Background: an optimization exercise with open tools, aiming at small area. Do not read the settings as production practice. Where RTL was checked, it was by simulation tests only, not by an equivalence proof against the original. No functional check of the RTL was part of run 2. No activity file was given, so power comes from the tool's default toggle rates.

==> design.v <==
module addrmap_cfg (
    input  wire [16:0] cfg_geom,
    output wire        legal
);
    wire [3:0] cols  = cfg_geom[3:0];
    wire [3:0] banks = cfg_geom[7:4];
    wire [1:0] bg    = cfg_geom[9:8];
    wire [4:0] rows  = cfg_geom[14:10];
    assign legal = (cols >= 4'd8) && (cols <= 4'd12) &&
                   (banks == 4'd2 || banks == 4'd3) &&
                   (bg <= 2'd2) &&
                   (rows >= 5'd14) && (rows <= 5'd18);
endmodule
module dm_aoi222 (input wire a1, a2, b1, b2, c1, c2, output wire y);
    assign y = ~((a1 & a2) | (b1 & b2) | (c1 & c2));
endmodule
module dm_aoi22 (input wire a1, a2, b1, b2, output wire y);
    assign y = ~((a1 & a2) | (b1 & b2));
endmodule
module dm_nand2 (input wire a, b, output wire y);
    assign y = ~(a & b);
endmodule
module dm_nand3 (input wire a, b, c, output wire y);
    assign y = ~(a & b & c);
endmodule
module dm_nand4 (input wire a, b, c, d, output wire y);
    assign y = ~(a & b & c & d);
endmodule
module dm_aoi221 (input wire a1, a2, b1, b2, c, output wire y);
    assign y = ~((a1 & a2) | (b1 & b2) | c);
endmodule
module dm_aoi211 (input wire a1, a2, b, c, output wire y);
    assign y = ~((a1 & a2) | b | c);
endmodule
module dm_aoi21 (input wire a1, a2, b, output wire y);
    assign y = ~((a1 & a2) | b);
endmodule
module dm_aoi31 (input wire a1, a2, a3, b, output wire y);
    assign y = ~((a1 & a2 & a3) | b);
endmodule
module dm_pick4 (input wire [3:0] s, input wire [3:0] d, output wire y);
    wire n0, n1;
    dm_aoi222 g0 (.a1(s[0]), .a2(d[0]), .b1(s[1]), .b2(d[1]), .c1(s[2]), .c2(d[2]), .y(n0));
    dm_nand2  g1 (.a(s[3]), .b(d[3]), .y(n1));
    dm_nand2  g2 (.a(n0), .b(n1), .y(y));
endmodule
module dm_pick4m (input wire nm, input wire [3:0] s, input wire [3:0] d, output wire y);
    wire n0, n1;
    dm_aoi222 g0 (.a1(s[0]), .a2(d[0]), .b1(s[1]), .b2(d[1]), .c1(s[2]), .c2(d[2]), .y(n0));
    dm_nand2  g1 (.a(s[3]), .b(d[3]), .y(n1));
    dm_aoi21  g2 (.a1(n0), .a2(n1), .b(nm), .y(y));
endmodule
module dm_pick8 (input wire [7:0] s, input wire [7:0] d, output wire y);
    wire n0, n1, n2;
    dm_aoi222 g0 (.a1(s[0]), .a2(d[0]), .b1(s[1]), .b2(d[1]), .c1(s[2]), .c2(d[2]), .y(n0));
    dm_aoi222 g1 (.a1(s[3]), .a2(d[3]), .b1(s[4]), .b2(d[4]), .c1(s[5]), .c2(d[5]), .y(n1));
    dm_aoi22  g2 (.a1(s[6]), .a2(d[6]), .b1(s[7]), .b2(d[7]), .y(n2));
    dm_nand3  g3 (.a(n0), .b(n1), .c(n2), .y(y));
endmodule
module dm_pick8m (input wire nm, input wire [7:0] s, input wire [7:0] d, output wire y);
    wire n0, n1, n2;
    dm_aoi222 g0 (.a1(s[0]), .a2(d[0]), .b1(s[1]), .b2(d[1]), .c1(s[2]), .c2(d[2]), .y(n0));
    dm_aoi222 g1 (.a1(s[3]), .a2(d[3]), .b1(s[4]), .b2(d[4]), .c1(s[5]), .c2(d[5]), .y(n1));
    dm_aoi22  g2 (.a1(s[6]), .a2(d[6]), .b1(s[7]), .b2(d[7]), .y(n2));
    dm_aoi31  g3 (.a1(n0), .a2(n1), .a3(n2), .b(nm), .y(y));
endmodule
module dm_pick5 (input wire [4:0] s, input wire [4:0] d, output wire y);
    wire n0, n1;
    dm_aoi222 g0 (.a1(s[0]), .a2(d[0]), .b1(s[1]), .b2(d[1]), .c1(s[2]), .c2(d[2]), .y(n0));
    dm_aoi22  g1 (.a1(s[3]), .a2(d[3]), .b1(s[4]), .b2(d[4]), .y(n1));
    dm_nand2  g2 (.a(n0), .b(n1), .y(y));
endmodule
module dm_pick12 (input wire [11:0] s, input wire [11:0] d, output wire y);
    wire n0, n1, n2, n3;
    dm_aoi222 g0 (.a1(s[0]), .a2(d[0]), .b1(s[1]), .b2(d[1]), .c1(s[2]), .c2(d[2]), .y(n0));
    dm_aoi222 g1 (.a1(s[3]), .a2(d[3]), .b1(s[4]), .b2(d[4]), .c1(s[5]), .c2(d[5]), .y(n1));
    dm_aoi222 g2 (.a1(s[6]), .a2(d[6]), .b1(s[7]), .b2(d[7]), .c1(s[8]), .c2(d[8]), .y(n2));
    dm_aoi222 g3 (.a1(s[9]), .a2(d[9]), .b1(s[10]), .b2(d[10]), .c1(s[11]), .c2(d[11]), .y(n3));
    dm_nand4  g4 (.a(n0), .b(n1), .c(n2), .d(n3), .y(y));
endmodule
module dram_addrmap (
    input  wire         clk,
    input  wire         rst,
    input  wire         cfg_we,
    input  wire [16:0]  cfg_geom,
    output reg          cfg_err,
    output wire         ag_valid,
    output wire [16:0]  ag_geom,
    output wire         mstr_half,
    output wire [1:0]   mstr_ranks,
    output wire [11:0]  map_bg,
    output wire [53:0]  map_col,
    output wire [17:0]  map_bank,
    output wire [107:0] map_row,
    output wire [5:0]   map_rank,
    input  wire         req_valid,
    input  wire [37:0]  req_addr,
    input  wire [1:0]   req_size,
    output wire         rsp_valid,
    output wire [1:0]   rsp_fault,
    output wire         rsp_rank,
    output wire [1:0]   rsp_bg,
    output wire [2:0]   rsp_bank,
    output wire [17:0]  rsp_row,
    output wire [11:0]  rsp_col,
    output wire [1:0]   rsp_lane
);
    localparam [5:0] DISABLED = 6'h3F;
    localparam [1:0] F_OK = 2'd0, F_MISALIGNED = 2'd1, F_NOT_READY = 2'd2, F_RANGE = 2'd3;
    wire legal;
    addrmap_cfg u_chk (.cfg_geom(cfg_geom), .legal(legal));
    reg [2:0] g_x;           
    reg       g_b;
    reg [1:0] g_g;
    reg       r4, r1, r0;
    reg       g_k;
    reg       g_h;
    always @(posedge clk) begin
        if (rst) begin
            cfg_err <= 1'b0;
            g_x <= 3'd0; g_b <= 1'b0; g_g <= 2'd0;
            r4 <= 1'b0; r1 <= 1'b0; r0 <= 1'b0;
            g_k <= 1'b0; g_h <= 1'b0;
        end else begin
            cfg_err <= cfg_we && !legal;
            if (cfg_we && legal) begin
                g_x <= {1'b0, cfg_geom[9:8]} + cfg_geom[2:0] + {2'b00, cfg_geom[4]};
                g_b <= cfg_geom[4];
                g_g <= cfg_geom[9:8];
                r4  <= cfg_geom[14];
                r1  <= cfg_geom[11];
                r0  <= cfg_geom[10];
                g_k <= cfg_geom[15];
                g_h <= cfg_geom[16];
            end
        end
    end
    wire       g_v = r4 | r1;                        
    wire       r32 = r1 & ~r4;                       
    wire [2:0] g_r = {r4 & r1, r4 & ~r1, r0};        
    assign ag_valid   = g_v;
    assign ag_geom    = {g_h, g_k, r4, r32, r32, r1, r0, g_g, 2'b00, g_v, g_b, g_v, g_c};
    assign mstr_half  = g_h;
    assign mstr_ranks = {g_k, g_v};
    wire [2:0] g_y = g_x - {2'b00, g_b};
    wire [2:0] g_c = g_y - {1'b0, g_g};
    wire [3:0] g_z = {1'b0, g_x} + {1'b0, g_r};
    genvar i;
    generate
        for (i = 0; i < 2; i = i + 1) begin : gmbg
            assign map_bg[i*6 +: 6] = (i < g_g) ? 6'd3 + i : DISABLED;
        end
        for (i = 3; i < 12; i = i + 1) begin : gmcol
            if (i < 8) begin : u
                assign map_col[(i-3)*6 +: 6] = (g_g + i) | ({6{~g_v}} & ~(6'd0 + i));
            end else begin : m
                assign map_col[(i-3)*6 +: 6] = ((i - 8) < g_c) ? g_g + i : DISABLED;
            end
        end
        for (i = 0; i < 3; i = i + 1) begin : gmbank
            if (i < 2) begin : u
                assign map_bank[i*6 +: 6] = (6'd8 + i + g_y) | ({6{~g_v}} & ~(6'd8 + i));
            end else begin : m
                assign map_bank[i*6 +: 6] = g_b ? 6'd8 + i + g_y : DISABLED;
            end
        end
        for (i = 0; i < 18; i = i + 1) begin : gmrow
            if (i < 14) begin : u
                assign map_row[i*6 +: 6] = (6'd10 + i + g_x) | ({6{~g_v}} & ~(6'd10 + i));
            end else begin : m
                assign map_row[i*6 +: 6] = ((i - 14) < g_r) ? 6'd10 + i + g_x : DISABLED;
            end
        end
    endgenerate
    assign map_rank = g_k ? 6'd24 + g_z : DISABLED;
    reg [37:0] a;
    reg        rv;
    wire mis = (req_addr[0] & (req_size != 2'd0)) | (req_addr[1] & req_size[1]) |
               (req_addr[2] & (req_size == 2'd3));
    always @(posedge clk) begin
        rv        <= !rst && req_valid && !mis;
        a[0]      <= !rst && req_valid && (req_addr[0] || mis);
        a[37:1]   <= req_addr[37:1];
    end
    assign rsp_valid = rv | a[0];
    wire       hb = ~g_h;
    wire [1:0] s1 = {1'b0, hb} + g_g;
    wire [3:0] s3 = {3'b0, hb} + {1'b0, g_x};
    wire [3:0] sc = 4'd1 << s1;                         
    wire [2:0] sp = (s3 >= 4'd6) ? 3'b100 : (s3 >= 4'd3) ? 3'b010 : 3'b001;    
    wire [2:0] sq = (s3 == 4'd0 || s3 == 4'd3 || s3 == 4'd6) ? 3'b001 :
                    (s3 == 4'd1 || s3 == 4'd4 || s3 == 4'd7) ? 3'b010 : 3'b100;  
    wire [4:0] sr = 5'd1 << g_r;                        
    wire [3:0] ncm = ~{g_c == 3'd4, g_c >= 3'd3, g_c >= 3'd2, g_c != 3'd0};    
    wire [3:0] rm  = {g_r == 3'd4, g_r >= 3'd3, g_r >= 3'd2, g_r != 3'd0};      
    assign rsp_lane     = {hb & a[1], a[0]};
    assign rsp_col[2:0] = g_h ? a[3:1] : a[4:2];
    assign rsp_bg       = {g_g[1], g_g != 2'd0} & (g_h ? a[5:4] : a[6:5]);
    generate
        for (i = 0; i < 9; i = i + 1) begin : gcol
            if (i < 5) begin : u
                dm_pick4 p (.s(sc), .d(a[4+i +: 4]), .y(rsp_col[3+i]));
            end else begin : m
                dm_pick4m p (.nm(ncm[i-5]), .s(sc), .d(a[4+i +: 4]), .y(rsp_col[3+i]));
            end
        end
    endgenerate
    wire [31:0] nt;      
    wire [29:0] rx;      
    generate
        for (i = 0; i < 24; i = i + 1) begin : grA
            dm_aoi222 g (.a1(sp[0]), .a2(a[8+i]), .b1(sp[1]), .b2(a[11+i]),
                         .c1(sp[2]), .c2(a[14+i]), .y(nt[i]));
        end
        for (i = 24; i < 27; i = i + 1) begin : grA2
            dm_aoi22 g (.a1(sp[0]), .a2(a[8+i]), .b1(sp[1]), .b2(a[11+i]), .y(nt[i]));
        end
        for (i = 27; i < 30; i = i + 1) begin : grA3
            dm_nand2 g (.a(sp[0]), .b(a[8+i]), .y(nt[i]));
        end
        assign nt[31:30] = 2'b11;
        for (i = 0; i < 28; i = i + 1) begin : grB
            dm_aoi222 g (.a1(sq[0]), .a2(nt[i]), .b1(sq[1]), .b2(nt[i+1]),
                         .c1(sq[2]), .c2(nt[i+2]), .y(rx[i]));
        end
        dm_aoi221 grB28 (.a1(sq[0]), .a2(nt[28]), .b1(sq[1]), .b2(nt[29]), .c(sq[2]), .y(rx[28]));
        dm_aoi211 grB29 (.a1(sq[0]), .a2(nt[29]), .b(sq[1]), .c(sq[2]), .y(rx[29]));
    endgenerate
    assign rsp_bank = g_b ? rx[2:0] : {1'b0, rx[2:1]};
    assign rsp_row  = {rm & rx[20:17], rx[16:3]};
    wire rank_bit;
    dm_pick5 u_rank (.s(sr), .d(rx[21:17]), .y(rank_bit));
    assign rsp_rank = rank_bit;
    wire [3:0] gle = {~g_r[2], ~(g_r[2] | (g_r[1] & g_r[0])), ~(g_r[2] | g_r[1]), g_r == 3'd0};
    wire above = |rx[29:22] | |(gle & rx[21:18]);
    wire out_range = above | (~g_k & rank_bit);
    assign rsp_fault = !rv       ? F_MISALIGNED :
                       !g_v      ? F_NOT_READY  :
                       out_range ? F_RANGE      : F_OK;
endmodule
==> flow/run.sh <==
#!/bin/bash
# Layout flow: the standard ORFS flow (standard.sh) with these changes:
#  - synthesis maps the logic with an area-oriented ABC script (abc.script)
#    in place of ORFS's; everything else in synthesis, including the
#    flip-flop mapping and the standard flow's flatten and rename steps, is unchanged,
#    but adders are not pulled out into full- and half-adder cells first;
#  - the port buffers are the smallest buffer, sky130_fd_sc_hd__buf_1;
#  - clock tree synthesis adds no dummy loads, uses clkbuf_8 buffers, and
#    clusters the flip-flops in groups of up to 64;
#  - one tie cell drives all constant-1 outputs, one all constant-0 outputs.
# Each tool's output goes to a log file in the work folder.
set -euo pipefail
W=$PWD
F=$W/flow

# synthesis script: the standard flow's, with yosys's abc command given our ABC script
{
  head -n 1 synth_recipe.tcl
  cat <<EOF
proc abc {args} {
  set a {}
  set skip 0
  foreach x \$args {
    if {\$skip} { set skip 0; lappend a $F/abc.script; continue }
    if {\$x eq "-script"} { set skip 1 }
    lappend a \$x
  }
  yosys abc {*}\$a
}
proc extract_fa {args} {}
EOF
  tail -n +2 synth_recipe.tcl
} > my_synth.tcl

sed "s|SYNTH_SCRIPT=[^ ]*|SYNTH_SCRIPT=$W/my_synth.tcl|" standard.sh > my_standard.sh
grep -q "SYNTH_SCRIPT=$W/my_synth.tcl" my_standard.sh

export BUFFER_PORTS_ARGS="-buffer_cell sky130_fd_sc_hd__buf_1"
export CTS_ARGS="-sink_clustering_enable -sink_clustering_size 64 -sink_clustering_max_diameter 400 -repair_clock_nets -dont_use_dummy_load -buf_list {sky130_fd_sc_hd__clkbuf_8}"
export SKIP_REPAIR_TIE_FANOUT=1
bash my_standard.sh > flow.log 2>&1
==> flow/abc.script <==
strash
dc2
dch -f
amap
==> standard.sh <==
#!/bin/bash
# synth_recipe.tcl (not shown) runs the flow's synth.tcl, then flattens the netlist and writes it again
# the make line also repeats each setting of config.mk as NAME=value (left out here)
make -C /OpenROAD-flow-scripts/flow DESIGN_CONFIG=/design/flow/config.mk WORK_HOME=/design/flow/orfs CLKGATE_MAP_FILE= SYNTH_SCRIPT=/design/flow/synth_recipe.tcl "${@:-finish}"
==> config.mk <==
export PLATFORM = sky130hd
export DESIGN_NAME = dram_addrmap
export DESIGN_NICKNAME = dram_addrmap
export VERILOG_FILES = /design/flow/design.v
export SDC_FILE = /design/flow/constraint.sdc
export NUM_CORES = 4
export LEC_CHECK = 0
export ABC_AREA = 1
export CAP_MARGIN = 20
export CELL_PAD_IN_SITES_DETAIL_PLACEMENT = 2
export CELL_PAD_IN_SITES_GLOBAL_PLACEMENT = 2
export CORE_AREA = 5 5 155 155
export DIE_AREA = 0 0 160 160
export PLACE_DENSITY = 0.35
export SLEW_MARGIN = 20
export SYNTH_HIERARCHICAL = 1
==> constraint.sdc <==
create_clock -name core_clock -period 7.0 [get_ports {clk}]
set_input_delay 1.4000 -clock core_clock [delete_from_list [all_inputs] [get_ports {clk}]]
set_output_delay 1.4000 -clock core_clock [all_outputs]
set_load 0.01 [all_outputs]
==> results of run 1 <==
final cells by class:
cell class | instances | area, sq um | share of cell area, %
Clock buffer | 5 | 68.8 | 1.49
Inverter | 45 | 169 | 3.65
Multi-Input combinational cell | 302 | 1820 | 39.3
Sequential cell | 51 | 1020 | 22.0
Tap cell | 280 | 350 | 7.56
Timing Repair Buffer | 310 | 1200 | 25.9
flip-flops by register name, summed over array words and instances, names as in the netlist:
name,cells
g_x,3
r4,1
r1,1
g_g,2
cfg_err,1
g_k,1
g_b,1
r0,1
rv,1
a,38
g_h,1
cells in the final DEF, fill, tap and decap left out, drive strengths merged, types with 7 or more instances in the layout:
cell | Yosys | final
a21oi | 22 | 22
a222oi | 62 | 62
a22oi | 7 | 7
buf | 142 | 310
clkinv | 45 | 45
dfxtp | 51 | 51
nand2 | 68 | 68
nor2 | 53 | 53
o21ai | 37 | 37
o22ai | 12 | 12
or2 | 7 | 7
Yosys stat by module (local to each module, per instance), excerpt:
module        area, sq um  flip-flops and latches
dm_aoi211            7.51                       0
dm_nand2             3.75                       0
dm_aoi222            10.0                       0
dram_addrmap         3190                      51
dm_aoi21             5.00                       0
dm_aoi221            8.76                       0
addrmap_cfg          45.0                       0
dm_aoi22             7.51                       0
power breakdown:
group / switching, uW / internal [uW]
registers: 14.8 / 303
clock network: 95.5 / 64.8
logic: 79.3 / 44.6
per-layer routing:
metal | global-route usage (%) | vias up | share of wire (%)
li1 | - | 2185 | -
met1 | 18.7 | 2306 | 43
met2 | 27.1 | 212 | 49
met3 | 4.64 | 11 | 7.1
met4 | 1.80 | 2 | 0.69
met5 | 0 | - | 0.053
cells by family (layout without fill, tap and decap cells):
kind of cell / Yosys count / after routing / synth area share [%]
other: 2 / 2 / 0.188
flip-flops: 51 / 51 / 25.6
AND/OR/NAND/NOR: 144 / 144 / 14.8
AO/OA/AOI/OAI: 156 / 156 / 29.5
buffers and inverters: 187 / 360 / 30.0
worst max-delay path, cell delays in order (launching register included):
cell and delay (ps):
dfxtp_1 460, clkinv_1 140, buf_4 220, nor2_1 120, nor2_1 160, clkinv_1 270, a21oi_1 470, o32ai_4 140
buf_4 260, nor2_2 260, buf_4 320, a222oi_1 180, a222oi_1 370, nand2_1 130, a221oi_1 280, nand3_1 120
a221oi_1 390, a21boi_0 160, buf_1 180
worst paths after layout:
check | startpoint | slack, ps | to | cells after the start
max | g_x[0] | 660 | rsp_fault[1] | 18
min | r1 | 550 | r1 | 2
max reg2reg | g_b | 5550 | g_b | 2
min reg2reg | r1 | 550 | r1 | 2
stage by stage:
| step | hold WS [ps] | total power, uW |
|---|---|---|
| after CTS | 561 | 622 |
| after global routing | 587 | 644 |
| after floorplan | 474 | 415 |
| final | 547 | 602 |
| after global placement | 542 | 450 |
| after detailed placement | 546 | 451 |
==> results.sh, run 1 <==
export IMPL_min_path_type="flip-flop to flip-flop"
export IMPL_syn_area_sq_um=3990
export IMPL_worstMarginPinSlew_ps=864
export IMPL_initial_core_util_pct=18.2
export IMPL_synth_edf_count=0
export IMPL_place_area_sq_um=4560
export IMPL_dr_first_iter_drc_count=522
export IMPL_place_ws_ps=830
export IMPL_yosysMostFrequentCell="buf_4"
export IMPL_drt_first_pass_iters=9
export IMPL_fp_dieArea_sq_um=25600
export IMPL_clock_latency_ps=290
export IMPL_grt_max_degree=33
export IMPL_yosys_top_cells_count="132 x buf_4, 68 x nand2_1, 62 x a222oi_1"
export IMPL_yosysWarnings=7
export IMPL_grt_pass1_vias=4985
export IMPL_ctsHtreeMaxLevel=2
export IMPL_p_per_area_nw_per_um2=130
export IMPL_setup_violations=0
export IMPL_antenna_found_initial=1
export IMPL_wl_per_cell_um=21.0
export IMPL_cts_tree="built"
export IMPL_drt_total_wl_um=20900
export IMPL_rsz0062_at_grt="no"
export IMPL_hold_buffers=0
export IMPL_synth_top_cell_area_share_pct=25.6
export IMPL_finalHoldViolations=0
export IMPL_numPlacedInstances=988
export IMPL_finalNetCount=776
export IMPL_drc=0
export IMPL_layout_cells_non_filler=993
export IMPL_ioPinCount=322
export IMPL_track_usage_pct=15.2
export IMPL_final_core_util_pct=21.1
export IMPL_status="complete, no violations"
export IMPL_crit_required_ps=5600
export IMPL_crit_path_start_kind="flip-flop"
export IMPL_fmax_mhz=158
export IMPL_ctsResizeCount=0
export IMPL_period_needed_ps=6340
export IMPL_grt_overflow=0
export IMPL_areaGrowthSynthToFinish_pct=16.0
export IMPL_crit_type="flip-flop to output port"
export IMPL_setup_slack_ps=663
export IMPL_path_clk_slew_ps=90
export IMPL_cts_path_max_buffers=2
export IMPL_fin_crit_sh_pct=90.5
export IMPL_synth_nets=601
export IMPL_slew_violations=0
export IMPL_num_rows=54
export IMPL_dp_hpwl_um=17100
export IMPL_crit_path_end_kind="output port"
export IMPL_cts_root_buf="clkbuf_8"
export IMPL_cap_violations=0
export IMPL_final_area_sq_um=4630
export IMPL_drive_above_1_share_pct=2.81
export IMPL_synth_cell_types=30
export IMPL_cts_setup_buffers=0
export IMPL_grt_pass1_wl_um=31200
export IMPL_yosysTopAreaCell="dfxtp_1"
export IMPL_ys_ff_latch=51
export IMPL_antenna_diode_count=0
export IMPL_vias=4716
export IMPL_worstPathArrival_ps=4940
export IMPL_seq_area_frac_synth_pct=25.6
export IMPL_viasPerCell=4.75
export IMPL_tns_ps=0
export IMPL_die_x_um=160
export IMPL_cts_made_buffers=5
export IMPL_coreArea_sq_um=22000
export IMPL_syn_inst=540
export IMPL_numClockSinks=51
export IMPL_critPathMaxFanout=31
export IMPL_numPortBuffers=300
export IMPL_p_leak_uw=0.00143
export IMPL_ant_nets=0
export IMPL_ys_flop_type="dfxtp_1"
export IMPL_place_congestion=0.772
export IMPL_fillCellCount=2710
export IMPL_fp_dieH_um=160
export IMPL_skew_ps=0
export IMPL_ir_worst_vdd_mv=0.0643
export IMPL_async_flop_share_pct=0
export IMPL_ys_top_cells_by_area="dfxtp_1 26%, buf_4 25%, a222oi_1 16%, nand2_1 6.4%, nor2_1 5.0%"
export IMPL_syn_area_per_cell_sq_um=7.39
export IMPL_maxSlewHeadroom_pct=42.0
==> inputs of run 2 (changes only) <==
--- a/design.v
+++ b/design.v
@@ -116,23 +116,17 @@
     reg       g_k;
     reg       g_h;
+    wire ld   = !rst && cfg_we && legal;
+    wire hold = !rst && !(cfg_we && legal);
+    wire [2:0] n_x = {1'b0, cfg_geom[9:8]} + cfg_geom[2:0] + {2'b00, cfg_geom[4]};
     always @(posedge clk) begin
-        if (rst) begin
-            cfg_err <= 1'b0;
-            g_x <= 3'd0; g_b <= 1'b0; g_g <= 2'd0;
-            r4 <= 1'b0; r1 <= 1'b0; r0 <= 1'b0;
-            g_k <= 1'b0; g_h <= 1'b0;
-        end else begin
-            cfg_err <= cfg_we && !legal;
-            if (cfg_we && legal) begin
-                g_x <= {1'b0, cfg_geom[9:8]} + cfg_geom[2:0] + {2'b00, cfg_geom[4]};
-                g_b <= cfg_geom[4];
-                g_g <= cfg_geom[9:8];
-                r4  <= cfg_geom[14];
-                r1  <= cfg_geom[11];
-                r0  <= cfg_geom[10];
-                g_k <= cfg_geom[15];
-                g_h <= cfg_geom[16];
-            end
-        end
+        cfg_err <= !rst && cfg_we && !legal;
+        g_x <= ({3{ld}} & n_x)           | ({3{hold}} & g_x);
+        g_b <= (ld & cfg_geom[4])        | (hold & g_b);
+        g_g <= ({2{ld}} & cfg_geom[9:8]) | ({2{hold}} & g_g);
+        r4  <= (ld & cfg_geom[14])       | (hold & r4);
+        r1  <= (ld & cfg_geom[11])       | (hold & r1);
+        r0  <= (ld & cfg_geom[10])       | (hold & r0);
+        g_k <= (ld & cfg_geom[15])       | (hold & g_k);
+        g_h <= (ld & cfg_geom[16])       | (hold & g_h);
     end
     wire       g_v = r4 | r1;                        
==> run 2 against run 1 <==
  * Sequential cell count stayed put
  * Global-route usage hardly changed
  * Design area is 0.11% higher
  * Worst setup slack better by 98 ps
==> results.sh, run 2 <==
export IMPL_cts_path_max_buffers=2
export IMPL_fillCellCount=2706
export IMPL_die_x_um=160
export IMPL_p_leak_uw=0.00144
export IMPL_grt_pass1_wl_um=31100
export IMPL_worstSetupEndpoint="rsp_fault[1]"
export IMPL_rsz0062_at_grt="no"
export IMPL_crit_path_start_kind="flip-flop"
export IMPL_yosysWarnings=7
export IMPL_path_clk_slew_ps=90
export IMPL_numPlacedInstances=984
export IMPL_r2r_start="g_x[2]"
export IMPL_ys_ff_latch=51
export IMPL_grt_pass1_vias=4916
export IMPL_async_flop_share_pct=0
export IMPL_cts_setup_buffers=0
export IMPL_ys_flop_type="dfxtp_1"
export IMPL_finalHoldViolations=0
export IMPL_layout_common_cells="300 x buf_1, 79 x nand2_1, 62 x a222oi_1"
export IMPL_layout_cells_non_filler=989
export IMPL_ctsResizeCount=0
export IMPL_fp_dieArea_sq_um=25600
export IMPL_syn_area_per_cell_sq_um=7.44
export IMPL_drt_total_wl_um=20700
export IMPL_crit_chain="clkinv_1 -> nor2_1 -> buf_4 -> nor2_1 -> clkinv_1 -> a22oi_1 -> o32ai_4 -> buf_4 -> nor2_2 -> buf_4 -> a222oi_1 -> a222oi_1 -> nand2_1 -> a221oi_1 -> o211ai_1 -> a221oi_1 -> a21boi_0 -> buf_1"
export IMPL_crit_path_frequent_cell="buf_4"
export IMPL_slew_violations=0
export IMPL_ctsHtreeMaxLevel=2
export IMPL_synth_cell_types=32
export IMPL_worstPathArrival_ps=4840
export IMPL_reg2reg_to="g_x[2]"
export IMPL_syn_area_sq_um=3980
export IMPL_num_rows=54
export IMPL_dr_first_iter_drc_count=452
export IMPL_antenna_diode_count=0
export IMPL_yosysMostFrequentCell="buf_4"
export IMPL_largest_register_ffs=38
export IMPL_dp_hpwl_um=17100
export IMPL_cts_root_buf="clkbuf_8"
export IMPL_cap_violations=0
export IMPL_period_needed_ps=6240
export IMPL_final_common_cell="buf_1"
export IMPL_track_usage_pct=15.2
export IMPL_reg2reg_depth=2
export IMPL_tns_ps=0
export IMPL_viasPerCell=4.72
export IMPL_min_from="r1"
export IMPL_synth_edf_count=0
export IMPL_initial_core_util_pct=18.1
export IMPL_top_regs="a: 38 flops, g_x: 3 flops, g_g: 2 flops"
export IMPL_yosys_top_cells_count="132 x buf_4, 79 x nand2_1, 62 x a222oi_1"
export IMPL_seq_area_sq_um=1020
export IMPL_grt_max_degree=34
export IMPL_fp_dieH_um=160
export IMPL_drt_first_pass_iters=6
export IMPL_vias=4671
export IMPL_critPathMaxFanout=31
export IMPL_hold_buffers=0
export IMPL_drc=0
export IMPL_ir_worst_vdd_mv=0.0784
export IMPL_fin_crit_sh_pct=89.1
export IMPL_coreArea_sq_um=22000
export IMPL_seq_area_frac_synth_pct=25.7
export IMPL_crit_path_top_delay_cell="a22oi_1"
export IMPL_wl_per_cell_um=21.0
export IMPL_status="complete, no violations"
export IMPL_skew_ps=0
export IMPL_multi_input_area_sq_um=1830
export IMPL_ys_top_cells_by_area="dfxtp_1 26%, buf_4 25%, a222oi_1 16%, nand2_1 7.5%, o21ai_0 4.5%"
export IMPL_ant_nets=0
export IMPL_fmax_mhz=160
export IMPL_crit_path_end_kind="output port"
export IMPL_cts_made_buffers=5
export IMPL_antenna_found_initial=0
export IMPL_clock_latency_ps=300
export IMPL_reg2reg_slack_ps=5490
export IMPL_min_path_type="flip-flop to flip-flop"
export IMPL_yosysTopAreaCell="dfxtp_1"
export IMPL_p_per_area_nw_per_um2=127
export IMPL_top_register="a"
export IMPL_drive_above_1_share_pct=3.10
export IMPL_crit_required_ps=5600
export IMPL_crit_type="flip-flop to output port"
export IMPL_areaGrowthSynthToFinish_pct=16.5
export IMPL_numPortBuffers=300
export IMPL_maxSlewHeadroom_pct=37.5
export IMPL_synth_nets=596
export IMPL_finalNetCount=772
export IMPL_setup_violations=0
export IMPL_place_congestion=0.755
export IMPL_syn_inst=535
export IMPL_crit_start="g_x[0]"
export IMPL_cts_tree="built"
export IMPL_grt_overflow=0
export IMPL_synth_top_cell_area_share_pct=25.7
export IMPL_worstMarginPinSlew_ps=931
export IMPL_cpPeakStageDelay_ps=510
export IMPL_numClockSinks=51
export IMPL_ioPinCount=322
[run 2: cell types whose count changed in the layout (fill, tap and decap cells not counted), sizes merged, moves of 2 or more]
cell | before | now
a21oi | 22 | 12
a221oi | 5 | 3
o211ai | 1 | 3
o22ai | 12 | 7
nor2 | 53 | 45
nor2b | 4 | 7
a22oi | 7 | 9
nand2 | 68 | 79
clkinv | 45 | 43
[run 2: cell families (layout without fill, tap and decap cells)]
group,after synthesis,in the layout,share of synthesized area [%]
other,2,2,0.189
AND/OR/NAND/NOR,151,151,15.7
AO/OA/AOI/OAI,146,146,28.5
flip-flops,51,51,25.7
buffers and inverters,185,359,29.9
[run 2: worst min-delay path by stage]
stage / end / slack, ps / cells past startpoint
final: r1 / 580 / 2
after global routing: r1 / 640 / 2
after CTS: r1 / 570 / 2
after detailed placement: r1 / 560 / 2
after global placement: r1 / 560 / 2
after floorplan: r1 / 500 / 2
[run 2: Yosys stat by module, one instance, submodules excluded, excerpt]
module,times used,cells,flip-flops and latches
addrmap_cfg,1,7,0
dm_aoi211,1,1,0
dm_aoi222,62,1,0
dm_aoi21,4,1,0
dm_nand2,18,1,0
dram_addrmap,1,438,51
dm_aoi22,4,1,0
dm_aoi221,1,1,0
[run 2: through the flow]
stage	hold WS [ps]	total power (uW)	instance area (sq um)	setup slack, ps	util (%)
after CTS	571	604	4630	656	21.1
after detailed placement	556	429	4560	1020	20.8
after floorplan	496	397	3990	315	-
after global routing	642	628	4640	187	21.1
after global placement	559	428	4560	1230	20.8
final	584	587	4640	761	21.1
[run 2: final cells by class]
class | count | share of cell area (%)
clock buffers | 5 | 1.48
inverters | 43 | 3.48
multi-input cells | 299 | 39.4
flip-flops and latches | 51 | 22.0
well taps | 280 | 7.56
repair buffers | 311 | 26.1
[run 2: worst max-delay path, delay by kind of cell, from the launching register on]
family,cells,cell delay [ps]
flip-flops,1,400
AND/OR/NAND/NOR,4,520
AO/OA/AOI/OAI,8,2110
buffers and inverters,6,1500
[run 2: power by group]
group	switching, uW	leakage [uW]	internal, uW
clock network	102	0.0000359	65.0
logic	64.5	0.000980	38.2
registers	15.0	0.000426	303
[run 2: routing by layer]
metal / global-route usage (%) / part of all wire, % / routed length, um
met5: 0 / 0 / 0
met4: 1.76 / 0.51 / 106
met3: 4.41 / 8.3 / 1710
met2: 27.2 / 50 / 10300
met1: 18.7 / 42 / 8620
==> inputs of run 3 (changes only) <==
--- a/design.v
+++ b/design.v
@@ -17,4 +17,7 @@
 module dm_aoi22 (input wire a1, a2, b1, b2, output wire y);
     assign y = ~((a1 & a2) | (b1 & b2));
+endmodule
+module dm_inv (input wire a, output wire y);
+    assign y = ~a;
 endmodule
 module dm_nand2 (input wire a, b, output wire y);
@@ -181,8 +184,19 @@
     wire [1:0] s1 = {1'b0, hb} + g_g;
     wire [3:0] s3 = {3'b0, hb} + {1'b0, g_x};
-    wire [3:0] sc = 4'd1 << s1;                         
-    wire [2:0] sp = (s3 >= 4'd6) ? 3'b100 : (s3 >= 4'd3) ? 3'b010 : 3'b001;    
-    wire [2:0] sq = (s3 == 4'd0 || s3 == 4'd3 || s3 == 4'd6) ? 3'b001 :
-                    (s3 == 4'd1 || s3 == 4'd4 || s3 == 4'd7) ? 3'b010 : 3'b100;  
+    wire [3:0] sc_n = ~(4'd1 << s1);                    
+    wire [2:0] sp_n = ~((s3 >= 4'd6) ? 3'b100 : (s3 >= 4'd3) ? 3'b010 : 3'b001);   
+    wire [2:0] sq_n = ~((s3 == 4'd0 || s3 == 4'd3 || s3 == 4'd6) ? 3'b001 :
+                        (s3 == 4'd1 || s3 == 4'd4 || s3 == 4'd7) ? 3'b010 : 3'b100);  
+    wire [3:0] sc;
+    wire [2:0] sp, sq;
+    generate
+        for (i = 0; i < 4; i = i + 1) begin : gsc
+            dm_inv u (.a(sc_n[i]), .y(sc[i]));
+        end
+        for (i = 0; i < 3; i = i + 1) begin : gspq
+            dm_inv up (.a(sp_n[i]), .y(sp[i]));
+            dm_inv uq (.a(sq_n[i]), .y(sq[i]));
+        end
+    endgenerate
     wire [4:0] sr = 5'd1 << g_r;                        
     wire [3:0] ncm = ~{g_c == 3'd4, g_c >= 3'd3, g_c >= 3'd2, g_c != 3'd0};    
==> flow/abc.script (replaced) <==
strash
dch -f
amap
strash
dch -f
amap
--- a/config.mk
+++ b/config.mk
@@ -7,5 +7,5 @@
 export LEC_CHECK = 0
 export ABC_AREA = 1
-export CAP_MARGIN = 20
+export CAP_MARGIN = 10
 export CELL_PAD_IN_SITES_DETAIL_PLACEMENT = 2
 export CELL_PAD_IN_SITES_GLOBAL_PLACEMENT = 2
@@ -13,4 +13,4 @@
 export DIE_AREA = 0 0 160 160
 export PLACE_DENSITY = 0.35
-export SLEW_MARGIN = 20
+export SLEW_MARGIN = 10
 export SYNTH_HIERARCHICAL = 1
==> run 3 against run 2 <==
  * Still clean
  * Global-route usage decreased by 0.36 points
  * Clock-buffer cell count unchanged
  * Maximum frequency decreased by 1.1%
  * Worst setup slack got worse by 70 ps
  * Via count increased by 0.60%
  * Area after synthesis increased by 1.1%
  * Register-to-register slack improved by 120 ps
  * Final cell count increased by 1.4%
  * Combinational power about the same
  * Synthesized cell count increased by 2.8%
  * Design area decreased by 0.32%
  * Die area unchanged
  * Critical endpoint unchanged
  * Largest cell class unchanged
==> results.sh, run 3 <==
export IMPL_reg2reg_slack_ps=5610
export IMPL_dr_first_iter_drc_count=449
export IMPL_ant_nets=0
export IMPL_syn_inst=550
export IMPL_numPlacedInstances=993
export IMPL_place_area_sq_um=4510
export IMPL_die_x_um=160
export IMPL_cap_violations=0
export IMPL_slew_violations=0
export IMPL_wl_per_cell_um=20.3
export IMPL_fp_dieArea_sq_um=25600
export IMPL_vias=4699
export IMPL_num_rows=54
export IMPL_numPortBuffers=300
export IMPL_fmax_mhz=159
export IMPL_ys_ff_latch=51
export IMPL_drive_above_1_share_pct=2.49
export IMPL_place_congestion=0.766
export IMPL_areaGrowthSynthToFinish_pct=14.9
export IMPL_synth_edf_count=0
export IMPL_cts_path_max_buffers=2
export IMPL_setup_violations=0
export IMPL_skew_ps=0
export IMPL_synth_cell_types=32
export IMPL_fp_dieH_um=160
export IMPL_min_path_type="flip-flop to flip-flop"
export IMPL_track_usage_pct=14.9
export IMPL_p_leak_uw=0.00135
export IMPL_drc=0
export IMPL_ir_worst_vdd_mv=0.0742
export IMPL_cts_root_buf="clkbuf_8"
export IMPL_hold_buffers=0
export IMPL_layout_common_cells="300 x buf_1, 81 x nand2_1, 62 x a222oi_1"
export IMPL_yosysWarnings=7
export IMPL_drt_first_pass_iters=9
export IMPL_finalHoldViolations=0
export IMPL_crit_required_ps=5600
export IMPL_grt_pass1_vias=4942
export IMPL_clock_latency_ps=310
export IMPL_largest_register_ffs=38
export IMPL_dp_hpwl_um=16500
export IMPL_grt_max_degree=33
export IMPL_crit_path_end_kind="output port"
export IMPL_antenna_diode_count=0
export IMPL_crit_path_top_delay_cell="dfxtp_1"
export IMPL_fillCellCount=2744
export IMPL_antenna_found_initial=0
export IMPL_worstPathArrival_ps=4910
export IMPL_syn_area_per_cell_sq_um=7.31
export IMPL_cts_tree="built"
export IMPL_ys_top_cells_by_area="dfxtp_1 25%, buf_4 25%, a222oi_1 15%, nand2_1 7.6%, clkinv_1 5.6%"
export IMPL_syn_area_sq_um=4020
export IMPL_final_area_sq_um=4620
export IMPL_seq_area_frac_synth_pct=25.4
export IMPL_cts_made_buffers=5
export IMPL_finalNetCount=786
export IMPL_ys_flop_type="dfxtp_1"
export IMPL_maxSlewHeadroom_pct=29.0
export IMPL_crit_chain="clkinv_1 -> o21ai_0 -> clkinvlp_4 -> buf_4 -> a222oi_1 -> a222oi_1 -> a222oi_1 -> nand2_1 -> a221o_1 -> a211o_1 -> a221oi_1 -> a21boi_0 -> buf_1"
export IMPL_final_core_util_pct=21.0
export IMPL_period_needed_ps=6310
export IMPL_grt_pass1_wl_um=30500
export IMPL_p_per_area_nw_per_um2=127
export IMPL_numClockSinks=51
export IMPL_async_flop_share_pct=0
export IMPL_ctsHtreeMaxLevel=2
export IMPL_synth_nets=611
export IMPL_crit_path_start_kind="flip-flop"
export IMPL_drt_total_wl_um=20300
export IMPL_top_regs="a: 38 flops, g_x: 3 flops, g_g: 2 flops"
export IMPL_crit_path_frequent_cell="a222oi_1"
export IMPL_critPathMaxFanout=13
export IMPL_yosys_top_cells_count="132 x buf_4, 81 x nand2_1, 62 x a222oi_1"
export IMPL_fin_hold_ws_ps=603
export IMPL_final_common_cell="buf_1"
export IMPL_grt_overflow=0
export IMPL_cpPeakStageDelay_ps=540
export IMPL_yosysTopAreaCell="dfxtp_1"
export IMPL_viasPerCell=4.68
export IMPL_crit_type="flip-flop to output port"
export IMPL_ioPinCount=322
export IMPL_layout_cells_non_filler=1003
export IMPL_yosysMostFrequentCell="buf_4"
export IMPL_tns_ps=0
export IMPL_rsz0062_at_grt="no"
export IMPL_initial_core_util_pct=18.3
export IMPL_worstMarginPinSlew_ps=1060
export IMPL_crit_buf_inv=4
export IMPL_fin_crit_sh_pct=90.1
export IMPL_cp_top_family="compound AO/OA/AOI/OAI gates"
export IMPL_status="complete, no violations"
export IMPL_path_clk_slew_ps=90
export IMPL_coreArea_sq_um=22000
export IMPL_top_register="a"
export IMPL_synth_top_cell_area_share_pct=25.4
-- run 3: cell types whose count changed in the layout (fill, tap and decap cells not counted), sizes merged, moves of 2 or more --
cell / delta
buf: -2
nand3: -2
o21ai: -12
a21oi: +2
a22oi: -4
o22ai: +13
nor2: +3
or3: +2
clkinvlp: +3
clkinv: +15
o211ai: -3
nand2: +2
-- run 3: per-stage QoR --
stage,total power (uW),setup slack [ps]
global placement,430,1030
detailed placement,431,686
global route,629,114
finish,589,691
CTS,607,320
floorplan,399,1720
-- run 3: power by group --
part | switching, uW | leakage [uW] | internal, uW
logic | 64.5 | 0.000889 | 39.7
clock network | 102 | 0.0000359 | 64.9
registers | 15.8 | 0.000426 | 303
total | 182 | 0.00135 | 407
-- run 3: cell type report --
cell class              instances  area [sq um]  area share, %
multi-input cells             297          1750           37.9
repair buffers                309          1190           25.8
flip-flops and latches         51          1020           22.1
well taps                     280           350           7.58
inverters                      60           233           5.04
clock buffers                   5          68.8           1.49
repair inverters                1          5.00          0.108
-- run 3: layer usage --
layer | track usage [%] | share of wire (%) | vias up
met4 | 2.89 | 0.80 | 0
met1 | 17.2 | 40 | 2296
met3 | 3.89 | 6.7 | 8
met5 | 0 | 0 | -
li1 | - | - | 2192
met2 | 27.6 | 52 | 203
-- run 3: worst register-to-register path, stage by stage (launching register included) --
cell and delay (ps):
dfxtp_1 710, clkinv_1 370, o22ai_1 230
-- run 3: timing repair --
item / CTS / global route
endpoints found under the setup margin: 0 / 2
buffers inserted: 0 / 3
gates resized for setup: 0 / 2
-- run 3: path summary, 6_finish.rpt --
path,startpoint,end,depth (start not counted)
setup / recovery,g_x[2],rsp_fault[1],13
hold / removal,r1,r1,2
setup reg to reg,r4,r4,2
hold reg to reg,r1,r1,2
-- run 3: logic make-up after synthesis --
| group | synth area share [%] |
|---|---|
| buffers and inverters | 31.2 |
| and+or+nand+nor | 16.0 |
| AOI/OAI and AO/OA | 27.3 |
| DFF | 25.4 |
| other | 0.187 |
-- run 3: modules after synthesis, one instance, submodules excluded, excerpt --
module / flip-flops and latches / cells / times used
dm_nand2: 0 / 1 / 18
dm_aoi221: 0 / 1 / 1
dram_addrmap: 51 / 443 / 1
dm_aoi22: 0 / 1 / 4
dm_aoi211: 0 / 1 / 1
addrmap_cfg: 0 / 7 / 1
dm_aoi222: 0 / 1 / 62
dm_inv: 0 / 1 / 10
dm_aoi21: 0 / 1 / 4
==> inputs of run 4 (changes only) <==
==> flow/abc.script (replaced) <==
strash
dc2
dch -f
amap
--- a/config.mk
+++ b/config.mk
@@ -7,5 +7,5 @@
 export LEC_CHECK = 0
 export ABC_AREA = 1
-export CAP_MARGIN = 10
+export CAP_MARGIN = 20
 export CELL_PAD_IN_SITES_DETAIL_PLACEMENT = 2
 export CELL_PAD_IN_SITES_GLOBAL_PLACEMENT = 2
@@ -13,4 +13,4 @@
 export DIE_AREA = 0 0 160 160
 export PLACE_DENSITY = 0.35
-export SLEW_MARGIN = 10
+export SLEW_MARGIN = 20
 export SYNTH_HIERARCHICAL = 1
==> run 4 against run 3 <==
  * Clock skew stayed put
  * Synthesized cell count is 0.91% lower
  * Clock-buffer cell count stayed put
  * Critical path depth is 3 higher
  * Combinational power hardly changed
  * Hold slack better by 18 ps
  * Worst setup slack worse by 64 ps
  * Clock power hardly changed
  * Sequential cell count stayed put
  * Routed wire length is 2.1% higher
  * Final cell count is 1.1% lower
  * Area after synthesis is 0.12% lower
  * Critical endpoint unchanged
==> results.sh, run 4 <==
export IMPL_drt_first_pass_iters=9
export IMPL_clock_latency_ps=310
export IMPL_drt_total_wl_um=20700
export IMPL_status="complete, no violations"
export IMPL_hold_buffers=0
export IMPL_top_register="a"
export IMPL_syn_area_sq_um=4020
export IMPL_largest_register_ffs=38
export IMPL_ys_top_cells_by_area="dfxtp_1 25%, buf_4 25%, a222oi_1 15%, nand2_1 6.9%, clkinv_1 5.3%"
export IMPL_final_common_cell="buf_1"
export IMPL_dp_hpwl_um=17000
export IMPL_yosysMostFrequentCell="buf_4"
export IMPL_dr_first_iter_drc_count=557
export IMPL_p_leak_uw=0.00141
export IMPL_initial_core_util_pct=18.3
export IMPL_ctsHtreeMaxLevel=2
export IMPL_coreArea_sq_um=22000
export IMPL_antenna_found_initial=1
export IMPL_ys_flop_type="dfxtp_1"
export IMPL_drc=0
export IMPL_tns_ps=0
export IMPL_grt_max_degree=34
export IMPL_cts_root_buf="clkbuf_8"
export IMPL_grt_pass1_wl_um=31700
export IMPL_vias=4678
export IMPL_cts_made_buffers=5
export IMPL_cts_path_max_buffers=2
export IMPL_worstMarginPinSlew_ps=983
export IMPL_min_path_type="flip-flop to flip-flop"
export IMPL_setup_slack_ps=628
export IMPL_yosys_top_cells_count="132 x buf_4, 74 x nand2_1, 62 x a222oi_1"
export IMPL_maxSlewHeadroom_pct=33.8
export IMPL_track_usage_pct=15.4
export IMPL_reg2reg_depth=2
export IMPL_drive_above_1_share_pct=2.39
export IMPL_ant_nets=0
export IMPL_layout_common_cells="300 x buf_1, 74 x nand2_1, 62 x a222oi_1"
export IMPL_numClockSinks=51
export IMPL_crit_start="g_x[1]"
export IMPL_async_flop_share_pct=0
export IMPL_seq_area_frac_synth_pct=25.4
export IMPL_finalNetCount=775
export IMPL_fmax_mhz=157
export IMPL_fin_crit_sh_pct=91.0
export IMPL_grt_overflow=0
export IMPL_fp_dieH_um=160
export IMPL_path_clk_slew_ps=80
export IMPL_skew_ps=0
export IMPL_min_path_cells=2
export IMPL_critPathMaxFanout=30
export IMPL_crit_path_start_kind="flip-flop"
export IMPL_areaGrowthSynthToFinish_pct=14.3
export IMPL_numPortBuffers=300
export IMPL_yosysTopAreaCell="dfxtp_1"
export IMPL_antenna_diode_count=0
export IMPL_r2r_start="g_h"
export IMPL_wl_per_cell_um=20.9
export IMPL_place_congestion=0.748
export IMPL_cap_violations=0
export IMPL_worstPathArrival_ps=4970
export IMPL_ir_worst_vdd_mv=0.0698
export IMPL_fillCellCount=2751
export IMPL_slew_violations=0
export IMPL_ys_ff_latch=51
export IMPL_synth_nets=606
export IMPL_synth_cell_types=34
export IMPL_fin_hold_ws_ps=622
export IMPL_finalHoldViolations=0
export IMPL_viasPerCell=4.72
export IMPL_syn_inst=545
export IMPL_place_ws_ps=739
export IMPL_p_per_area_nw_per_um2=128
export IMPL_yosysWarnings=7
export IMPL_synth_top_cell_area_share_pct=25.4
export IMPL_rsz0062_at_grt="no"
export IMPL_synth_edf_count=0
export IMPL_ioPinCount=322
export IMPL_min_from="r1"
export IMPL_syn_area_per_cell_sq_um=7.37
export IMPL_fp_dieArea_sq_um=25600
export IMPL_cts_tree="built"
export IMPL_num_rows=54
export IMPL_period_needed_ps=6370
export IMPL_crit_required_ps=5600
export IMPL_setup_violations=0
export IMPL_crit_type="flip-flop to output port"
export IMPL_grt_pass1_vias=5025
export IMPL_crit_path_end_kind="output port"
export IMPL_top_regs="a: 38 flops, g_x: 3 flops, g_g: 2 flops"
export IMPL_die_x_um=160
-- run 4: cell types whose count changed in the layout (fill, tap and decap cells not counted), sizes merged, moves of 3 or more --
cell    delta
buf        -5
clkinv     -7
nand2      -7
nor2       -3
o21ai      +6
o22ai      -5
-- run 4: cells by family (layout without fill, tap and decap cells) --
group / after synthesis / count (layout) / share of synthesized area [%]
buffers and inverters: 199 / 366 / 30.9
and+or+nand+nor: 148 / 148 / 15.4
AOI/OAI and AO/OA: 145 / 145 / 28.1
DFF: 51 / 51 / 25.4
other: 2 / 2 / 0.187
-- run 4: report_power, final --
part / leakage [uW] / internal, uW / switching [uW]
clock network: 0.0000359 / 65.0 / 103
registers: 0.000426 / 303 / 15.5
logic: 0.000945 / 38.4 / 64.9
-- run 4: path summary, 6_finish.rpt --
kind | slack [ps] | endpoint
max | 630 | rsp_fault[1]
min | 620 | r1
max reg2reg | 5520 | g_h
min reg2reg | 620 | r1
-- run 4: critical path: stages, from the launching register on --
cell and delay [ps]:
dfxtp_1 620, clkinvlp_4 420, nor2_1 280, clkinv_1 170
nor2_1 300, a211oi_1 130, a21oi_1 310, nand2_1 160
clkinvlp_4 400, a222oi_1 210, a222oi_1 390, nand2_1 150
a221oi_1 310, o211ai_1 140, a221oi_1 350, a21boi_0 150
buf_1 170
-- run 4: metrics by stage --
step	power, uW	std cells	area (sq um)	util (%)
floorplan	397	545	4020	-
global placement	428	987	4500	20.5
detailed placement	429	987	4500	20.5
CTS	604	992	4570	20.8
global route	627	992	4590	20.9
finish	589	992	4590	20.9
-- run 4: what timing repair did --
action                                  in CTS  in global routing
resized for setup                            0                  6
endpoints found under the setup margin       0                  2
setup buffers                                0                  0
hold endpoints to repair                     0                  0
-- run 4: layout make-up --
type	instances	area, sq um	area share [%]
sequential	51	1020	22.3
inverter	57	233	5.07
tap	280	350	7.63
timing repair buffer	304	1160	25.2
multi-input combinational	295	1760	38.4
clock buffer	5	68.8	1.50
-- run 4: metal layers --
layer  global-route usage (%)  share of wire [%]  vias to the layer above
li1                         -                  -                     2170
met1                     19.8                 45                     2292
met2                     26.2                 47                      204
met3                     4.59                7.4                       10
met4                     2.31               0.56                        2
met5                        0              0.053                        -
-- run 4: Yosys stat by module, one instance, submodules excluded, excerpt --
module        flip-flops and latches  copies in the design  cells  area, sq um
addrmap_cfg                        0                     1      7         45.0
dm_aoi21                           0                     4      1         5.00
dm_aoi211                          0                     1      1         7.51
dm_aoi22                           0                     4      1         7.51
dm_aoi221                          0                     1      1         8.76
dm_aoi222                          0                    62      1         10.0
dm_inv                             0                    10      1         3.75
dm_nand2                           0                    18      1         3.75
dram_addrmap                      51                     1    438         3180
==> inputs of run 5 (changes only) <==
--- a/design.v
+++ b/design.v
@@ -214,6 +214,6 @@
         end
     endgenerate
-    wire [31:0] nt;      
-    wire [29:0] rx;      
+    wire [23:0] nt;      
+    wire [21:0] rx;      
     generate
         for (i = 0; i < 24; i = i + 1) begin : grA
@@ -221,17 +221,8 @@
                          .c1(sp[2]), .c2(a[14+i]), .y(nt[i]));
         end
-        for (i = 24; i < 27; i = i + 1) begin : grA2
-            dm_aoi22 g (.a1(sp[0]), .a2(a[8+i]), .b1(sp[1]), .b2(a[11+i]), .y(nt[i]));
-        end
-        for (i = 27; i < 30; i = i + 1) begin : grA3
-            dm_nand2 g (.a(sp[0]), .b(a[8+i]), .y(nt[i]));
-        end
-        assign nt[31:30] = 2'b11;
-        for (i = 0; i < 28; i = i + 1) begin : grB
+        for (i = 0; i < 22; i = i + 1) begin : grB
             dm_aoi222 g (.a1(sq[0]), .a2(nt[i]), .b1(sq[1]), .b2(nt[i+1]),
                          .c1(sq[2]), .c2(nt[i+2]), .y(rx[i]));
         end
-        dm_aoi221 grB28 (.a1(sq[0]), .a2(nt[28]), .b1(sq[1]), .b2(nt[29]), .c(sq[2]), .y(rx[28]));
-        dm_aoi211 grB29 (.a1(sq[0]), .a2(nt[29]), .b(sq[1]), .c(sq[2]), .y(rx[29]));
     endgenerate
     assign rsp_bank = g_b ? rx[2:0] : {1'b0, rx[2:1]};
@@ -241,5 +232,12 @@
     assign rsp_rank = rank_bit;
     wire [3:0] gle = {~g_r[2], ~(g_r[2] | (g_r[1] & g_r[0])), ~(g_r[2] | g_r[1]), g_r == 3'd0};
-    wire above = |rx[29:22] | |(gle & rx[21:18]);
+    reg  [7:0] th;                                      
+    integer k;
+    always @(*)
+        for (k = 0; k < 8; k = k + 1)
+            th[k] = (s3 <= k);
+    wire above_hi;
+    dm_pick8 u_above (.s(th), .d(a[37:30]), .y(above_hi));
+    wire above = above_hi | |(gle & rx[21:18]);
     wire out_range = above | (~g_k & rank_bit);
     assign rsp_fault = !rv       ? F_MISALIGNED :
--- a/config.mk
+++ b/config.mk
@@ -12,5 +12,5 @@
 export CORE_AREA = 5 5 155 155
 export DIE_AREA = 0 0 160 160
-export PLACE_DENSITY = 0.35
+export PLACE_DENSITY = 0.25
 export SLEW_MARGIN = 20
 export SYNTH_HIERARCHICAL = 1
==> run 5 against run 4 <==
  * Design area decreased by 2.0%
  * Sequential power about the same
  * Clock power decreased by 3%
  * Final cell count decreased by 0.50%
  * Clock-buffer cell count unchanged
  * Clock skew unchanged
==> results.sh, run 5 <==
export IMPL_p_sw_uw=172
export IMPL_grt_max_degree=34
export IMPL_final_core_util_pct=20.5
export IMPL_numClockSinks=51
export IMPL_syn_inst=542
export IMPL_crit_path_start_kind="flip-flop"
export IMPL_yosysWarnings=7
export IMPL_status="complete, no violations"
export IMPL_antenna_found_initial=0
export IMPL_ctsHtreeMaxLevel=2
export IMPL_internal_power_uw=403
export IMPL_synth_top_cell_area_share_pct=25.8
export IMPL_initial_core_util_pct=18.0
export IMPL_fin_crit_sh_pct=89.8
export IMPL_crit_start="g_x[1]"
export IMPL_top_regs="a: 38 flops, g_x: 3 flops, g_g: 2 flops"
export IMPL_layout_cells_non_filler=987
export IMPL_grt_overflow=0
export IMPL_largest_register_ffs=38
export IMPL_cts_tree="built"
export IMPL_cpPeakStageDelay_ps=620
export IMPL_grt_pass1_wl_um=30500
export IMPL_ys_top_cells_by_area="dfxtp_1 26%, buf_4 25%, a222oi_1 15%, nand2_1 7.5%, clkinv_1 5.1%"
export IMPL_r2r_start="r4"
export IMPL_crit_type="flip-flop to output port"
export IMPL_hold_buffers=0
export IMPL_path_clk_slew_ps=90
export IMPL_cap_violations=0
export IMPL_die_x_um=160
export IMPL_viasPerCell=4.59
export IMPL_reg2reg_slack_ps=5580
export IMPL_yosysMostFrequentCell="buf_4"
export IMPL_yosys_area_share_simple_pct=16.1
export IMPL_synth_edf_count=0
export IMPL_p_sw_share_pct=29.9
export IMPL_cts_setup_buffers=0
export IMPL_synth_nets=603
export IMPL_critPathMaxFanout=24
export IMPL_dr_first_iter_drc_count=419
export IMPL_ant_nets=0
export IMPL_cts_made_buffers=5
export IMPL_p_leak_uw=0.00138
export IMPL_fmax_mhz=159
export IMPL_rsz0062_at_grt="no"
export IMPL_skew_ps=0
export IMPL_ctsResizeCount=0
export IMPL_vias=4533
export IMPL_ys_flop_type="dfxtp_1"
export IMPL_period_needed_ps=6290
export IMPL_finalNetCount=770
export IMPL_dp_hpwl_um=16800
export IMPL_coreArea_sq_um=22000
export IMPL_numPortBuffers=300
export IMPL_top_register="a"
export IMPL_cts_root_buf="clkbuf_8"
export IMPL_fillCellCount=2758
export IMPL_clock_latency_ps=300
export IMPL_synth_adder_area_share_pct=0
export IMPL_synth_xor_area_share_pct=0
export IMPL_synthMuxAreaShare_pct=0
export IMPL_crit_path_top_delay_cell="clkinv_1"
export IMPL_ioPinCount=322
export IMPL_cts_path_max_buffers=2
export IMPL_fp_dieH_um=160
export IMPL_layout_common_cells="300 x buf_1, 79 x nand2_1, 58 x a222oi_1"
export IMPL_drt_first_pass_iters=7
export IMPL_setup_violations=0
export IMPL_wl_per_cell_um=20.4
export IMPL_fp_dieArea_sq_um=25600
export IMPL_areaGrowthSynthToFinish_pct=13.9
export IMPL_yosys_top_cells_count="132 x buf_4, 79 x nand2_1, 58 x a222oi_1"
export IMPL_syn_area_sq_um=3950
export IMPL_antenna_diode_count=0
export IMPL_ys_ff_latch=51
export IMPL_track_usage_pct=14.9
export IMPL_combPwrFrac_pct=16.5
export IMPL_synth_cell_types=31
export IMPL_worstPathArrival_ps=4890
export IMPL_synth_compound_area_share_pct=26.7
export IMPL_crit_path_end_kind="output port"
export IMPL_clkPwrFrac_pct=28.3
export IMPL_numPlacedInstances=982
export IMPL_finalHoldViolations=0
export IMPL_maxSlewHeadroom_pct=45.3
export IMPL_drc=0
export IMPL_pwr_share_seq_pct=55.2
export IMPL_synth_top_family_by_area="buffers and inverters"
export IMPL_drive_above_1_share_pct=1.56
export IMPL_power_total_uw=576
export IMPL_drt_total_wl_um=20200
export IMPL_fin_hold_ws_ps=656
export IMPL_place_congestion=0.758
export IMPL_grt_pass1_vias=4893
export IMPL_crit_path_frequent_cell="a222oi_1"
export IMPL_syn_area_per_cell_sq_um=7.29
export IMPL_final_common_cell="buf_1"
export IMPL_crit_required_ps=5600
export IMPL_yosysTopAreaCell="dfxtp_1"
export IMPL_seq_area_frac_synth_pct=25.8
export IMPL_reg2reg_depth=2
export IMPL_num_rows=54
export IMPL_ir_worst_vdd_mv=0.0557
export IMPL_async_flop_share_pct=0
export IMPL_worstMarginPinSlew_ps=819
export IMPL_worstSetupEndpoint="rsp_fault[1]"
export IMPL_p_per_area_nw_per_um2=128
export IMPL_reg2reg_to="r4"
export IMPL_crit_chain="clkinv_1 -> o21ai_0 -> clkinv_1 -> a222oi_1 -> a222oi_1 -> a222oi_1 -> nand2_1 -> a21oi_1 -> o21ai_0 -> a221o_1 -> a21oi_1 -> a21boi_0 -> buf_1"
export IMPL_slew_violations=0
export IMPL_tns_ps=0
export IMPL_min_path_type="flip-flop to flip-flop"
==> run 5: cell count changes after synthesis, moves of 3 or more <==
cell	change
clkinv_1	-3
a22oi_1	-3
nand2_1	+5
o21ai_0	+5
a221oi_1	-3
a222oi_1	-4
==> run 5: critical path: cells and delay by family, from the launching register on <==
family | cells | cell delay, ps
flops | 1 | 550
compound gates | 9 | 2600
simple gates | 1 | 130
buf+inv | 3 | 1280
==> run 5: per-module statistics from Yosys, one instance, submodules excluded, excerpt <==
module / area (sq um) / cells
dm_nand2: 3.75 / 1
dm_aoi21: 5.00 / 1
dm_aoi22: 7.51 / 1
dm_nand3: 5.00 / 1
dm_inv: 3.75 / 1
dm_aoi222: 10.0 / 1
dram_addrmap: 3190 / 445
addrmap_cfg: 45.0 / 7
==> run 5: cell type report <==
cell class / instances / area [sq um] / area share, %
Multi-Input combinational cell: 294 / 1710 / 38.0
Clock buffer: 5 / 68.8 / 1.53
Tap cell: 280 / 350 / 7.78
Timing Repair Buffer: 303 / 1150 / 25.5
Sequential cell: 51 / 1020 / 22.7
Inverter: 54 / 203 / 4.50
==> run 5: worst min-delay path by stage <==
stage	from	endpoint	cells after the start
global route	r1	r1	2
detailed placement	r1	r1	2
finish	r1	r1	2
global placement	r1	r1	2
CTS	r1	r1	2
floorplan	r1	r1	2
==> run 5: power groups by stage <==
stage / combinational, uW / sequential, uW / clock, uW
2_1_floorplan: 76.6 / 317 / 0
3_3_place_gp: 95.7 / 325 / 0
3_5_place_dp: 96.5 / 325 / 0
4_1_cts: 97.0 / 318 / 179
5_1_grt: 106 / 320 / 186
6_report: 94.9 / 318 / 163
==> run 5: per-stage QoR <==
step           instance area, sq um  worst slack, ps
2_1_floorplan                  3950             1740
3_3_place_gp                   4420             1340
3_5_place_dp                   4420              990
4_1_cts                        4490              660
5_1_grt                        4500             89.5
6_report                       4500              712
==> run 5: logic make-up (layout without fill, tap and decap cells) <==
kind of cell / Yosys count / after routing
compound gates: 139 / 139
other cells: 2 / 2
simple gates: 153 / 153
buf+inv: 197 / 362
flops: 51 / 51
==> run 5: layer usage <==
layer,vias to the layer above,track usage (%),wire [um]
met5,-,0,0
li1,2131,-,-
met1,2163,18.0,8520
met3,11,4.41,1620
met4,0,3.09,266
met2,228,26.4,9750
==> inputs of run 6 (changes only) <==
--- a/config.mk
+++ b/config.mk
@@ -12,5 +12,5 @@
 export CORE_AREA = 5 5 155 155
 export DIE_AREA = 0 0 160 160
-export PLACE_DENSITY = 0.25
+export PLACE_DENSITY = 0.5
 export SLEW_MARGIN = 20
 export SYNTH_HIERARCHICAL = 1
==> run 6 against run 5 <==
  * Hold slack worse by 67 ps
  * Final cell count up 0.41%
  * Sequential power about the same
  * Design area up 0.56%
  * Routed wire length up 0.73%
  * Critical path type unchanged
==> results.sh, run 6 <==
export IMPL_fmax_mhz=158
export IMPL_critPathMaxFanout=24
export IMPL_top_regs="a: 38 flops, g_x: 3 flops, g_g: 2 flops"
export IMPL_drc=0
export IMPL_crit_required_ps=5600
export IMPL_cts_tree="built"
export IMPL_crit_chain="clkinv_1 -> nor2_1 -> o21ai_0 -> nand2_1 -> clkinv_1 -> a222oi_1 -> a222oi_1 -> a222oi_1 -> nand2_1 -> a21oi_1 -> o21ai_0 -> a221o_1 -> a21oi_1 -> a21boi_0 -> buf_1"
export IMPL_cts_root_buf="clkbuf_8"
export IMPL_yosysTopAreaCell="dfxtp_1"
export IMPL_p_per_area_nw_per_um2=128
export IMPL_synth_xor_area_share_pct=0
export IMPL_numPortBuffers=300
export IMPL_syn_area_per_cell_sq_um=7.29
export IMPL_gr_max_usage_layer="met2"
export IMPL_synth_edf_count=0
export IMPL_synthMuxAreaShare_pct=0
export IMPL_tns_ps=0
export IMPL_ir_worst_vdd_mv=0.0617
export IMPL_grt_pass1_vias=5091
export IMPL_dr_first_iter_drc_count=414
export IMPL_slew_violations=0
export IMPL_maxSlewHeadroom_pct=32.4
export IMPL_worstMarginPinSlew_ps=1010
export IMPL_coreArea_sq_um=22000
export IMPL_antenna_found_initial=0
export IMPL_place_congestion=0.774
export IMPL_worstPathArrival_ps=4930
export IMPL_track_usage_pct=15.0
export IMPL_hold_buffers=0
export IMPL_syn_area_sq_um=3950
export IMPL_ys_flop_type="dfxtp_1"
export IMPL_status="complete, no violations"
export IMPL_cap_violations=0
export IMPL_crit_path_end_kind="output port"
export IMPL_vias=4577
export IMPL_crit_path_frequent_cell="a222oi_1"
export IMPL_path_clk_slew_ps=100
export IMPL_wl_per_cell_um=20.5
export IMPL_cpPeakStageDelay_ps=700
export IMPL_num_rows=54
export IMPL_grt_util_met3_pct=4.95
export IMPL_setup_violations=0
export IMPL_rsz0062_at_grt="no"
export IMPL_final_common_cell="buf_1"
export IMPL_crit_path_top_delay_cell="a222oi_1"
export IMPL_ctsHtreeMaxLevel=2
export IMPL_yosysWarnings=7
export IMPL_drive_above_1_share_pct=1.83
export IMPL_cp_top_family="compound AO/OA/AOI/OAI gates"
export IMPL_drt_first_pass_iters=7
export IMPL_antenna_diode_count=0
export IMPL_ys_ff_latch=51
export IMPL_die_x_um=160
export IMPL_layout_common_cells="300 x buf_1, 79 x nand2_1, 58 x a222oi_1"
export IMPL_skew_ps=0
export IMPL_synth_top_cell_area_share_pct=25.8
export IMPL_grt_max_degree=34
export IMPL_async_flop_share_pct=0
export IMPL_viasPerCell=4.62
export IMPL_finalHoldViolations=0
export IMPL_crit_path_start_kind="flip-flop"
export IMPL_top_register="a"
export IMPL_synth_top_family_by_area="buffers and inverters"
export IMPL_synth_cell_types=31
export IMPL_cts_path_max_buffers=2
export IMPL_ant_nets=0
export IMPL_cts_setup_buffers=0
export IMPL_initial_core_util_pct=18.0
export IMPL_crit_start="g_h"
export IMPL_ioPinCount=322
export IMPL_r2r_start="g_g[1]"
export IMPL_synth_adder_area_share_pct=0
export IMPL_cts_made_buffers=5
export IMPL_ctsResizeCount=0
export IMPL_synth_nets=603
export IMPL_crit_type="flip-flop to output port"
export IMPL_numClockSinks=51
export IMPL_fin_crit_sh_pct=90.4
export IMPL_seq_area_frac_synth_pct=25.8
export IMPL_grt_util_met2_pct=27.5
export IMPL_synth_compound_area_share_pct=26.7
export IMPL_place_area_sq_um=4440
export IMPL_largest_register_ffs=38
export IMPL_fp_dieArea_sq_um=25600
export IMPL_grt_pass1_wl_um=30900
export IMPL_drt_total_wl_um=20300
export IMPL_yosys_area_share_simple_pct=16.1
export IMPL_areaGrowthSynthToFinish_pct=14.5
export IMPL_yosys_top_cells_count="132 x buf_4, 79 x nand2_1, 58 x a222oi_1"
export IMPL_min_path_type="flip-flop to flip-flop"
export IMPL_period_needed_ps=6330
export IMPL_grt_overflow=0
export IMPL_yosysMostFrequentCell="buf_4"
export IMPL_fp_dieH_um=160
export IMPL_fin_hold_ws_ps=589
export IMPL_ys_top_cells_by_area="dfxtp_1 26%, buf_4 25%, a222oi_1 15%, nand2_1 7.5%, clkinv_1 5.1%"
export IMPL_min_from="r1"
export IMPL_finalNetCount=774
export IMPL_clock_latency_ps=320
export IMPL_final_area_sq_um=4530
export IMPL_dp_hpwl_um=16600
export IMPL_gr_usage_met1_pct=17.4
export IMPL_syn_inst=542
export IMPL_crit_buf_inv=3
export IMPL_p_leak_uw=0.00140
## run 6: report_power, final
group          switching (uW)  internal (uW)
clock                     100           64.9
combinational            60.7           36.3
sequential               14.7            303
total                     176            404
## run 6: logic make-up (layout without fill, tap and decap cells)
family          after synthesis  count (layout)
simple gates                153             153
flops                        51              51
buf+inv                     197             366
compound gates              139             139
other cells                   2               2
## run 6: area by class of cell
class	instances	area, sq um
Tap cell	280	350
Clock buffer	5	68.8
Sequential cell	51	1020
Inverter	54	203
Multi-Input combinational cell	294	1700
Fill cell	2722	17400
Timing Repair Buffer	307	1180
## run 6: metrics by stage
step	instances	util, %	power, uW	setup slack (ps)
after floorplan	542	-	394	1740
final	991	20.6	580	674
after global routing	991	20.6	612	38.6
after detailed placement	985	20.2	422	871
after CTS	990	20.6	595	468
after global placement	985	20.2	421	1100
## run 6: final timing paths
kind	slack (ps)	cells past startpoint	to
min	590	2	r1
max reg2reg	5460	2	g_g[1]
min reg2reg	590	2	r1
max	670	15	rsp_fault[1]
## run 6: worst reg2reg max path, stage by stage (launching register included)
cell,delay [ps]
dfxtp_1,600
clkinv_1,510
o21ai_0,340
## run 6: routing by layer
metal	part of all wire [%]	up-vias
met1	40	2217
met5	0	-
met3	8.0	5
li1	-	2132
met4	0.56	0
met2	51	223
## run 6: modules after synthesis (local to each module, per instance), a selection
module / flip-flops and latches / cell area [sq um] / cells / times used
dram_addrmap: 51 / 3190 / 445 / 1
addrmap_cfg: 0 / 45.0 / 7 / 1
dm_aoi222: 0 / 10.0 / 1 / 58
dm_aoi22: 0 / 7.51 / 1 / 2
dm_aoi21: 0 / 5.00 / 1 / 4
dm_nand3: 0 / 5.00 / 1 / 1
dm_inv: 0 / 3.75 / 1 / 10
dm_nand2: 0 / 3.75 / 1 / 15

## what the ideal ports hide
Ports are ideal in the flow. The routed layouts listed here were re-timed in OpenROAD. Step 1 assumes that a clkbuf_16 drives the clock port and a buf_2 every other input. Step 2 also shifts input and output timing later by t, the mid clock arrival at the registers, as if the neighbouring blocks saw the same clock. Slacks: ideal / step 1 / step 2; pairs: ideal / step 1.
run | t (ns) | setup WS [ns] | hold WS [ns] | worst setup path at the end | clock arrival spread, ns
run 1 | 0.346 | 0.663 / 0.626 / 0.971 | 0.547 / 0.547 / 0.547 | register to output | 0.036 / 0.035
run 2 | 0.349 | 0.761 / 0.727 / 1.075 | 0.584 / 0.584 / 0.584 | register to output | 0.025 / 0.025
run 3 | 0.354 | 0.691 / 0.656 / 1.011 | 0.603 / 0.603 / 0.603 | register to output | 0.018 / 0.019
run 4 | 0.356 | 0.628 / 0.591 / 0.947 | 0.622 / 0.622 / 0.622 | register to output | 0.026 / 0.025
run 5 | 0.351 | 0.712 / 0.676 / 1.027 | 0.656 / 0.656 / 0.656 | register to output | 0.025 / 0.026
run 6 | 0.347 | 0.674 / 0.640 / 0.987 | 0.589 / 0.589 / 0.589 | register to output | 0.013 / 0.013
After both steps every run listed still meets setup and hold.
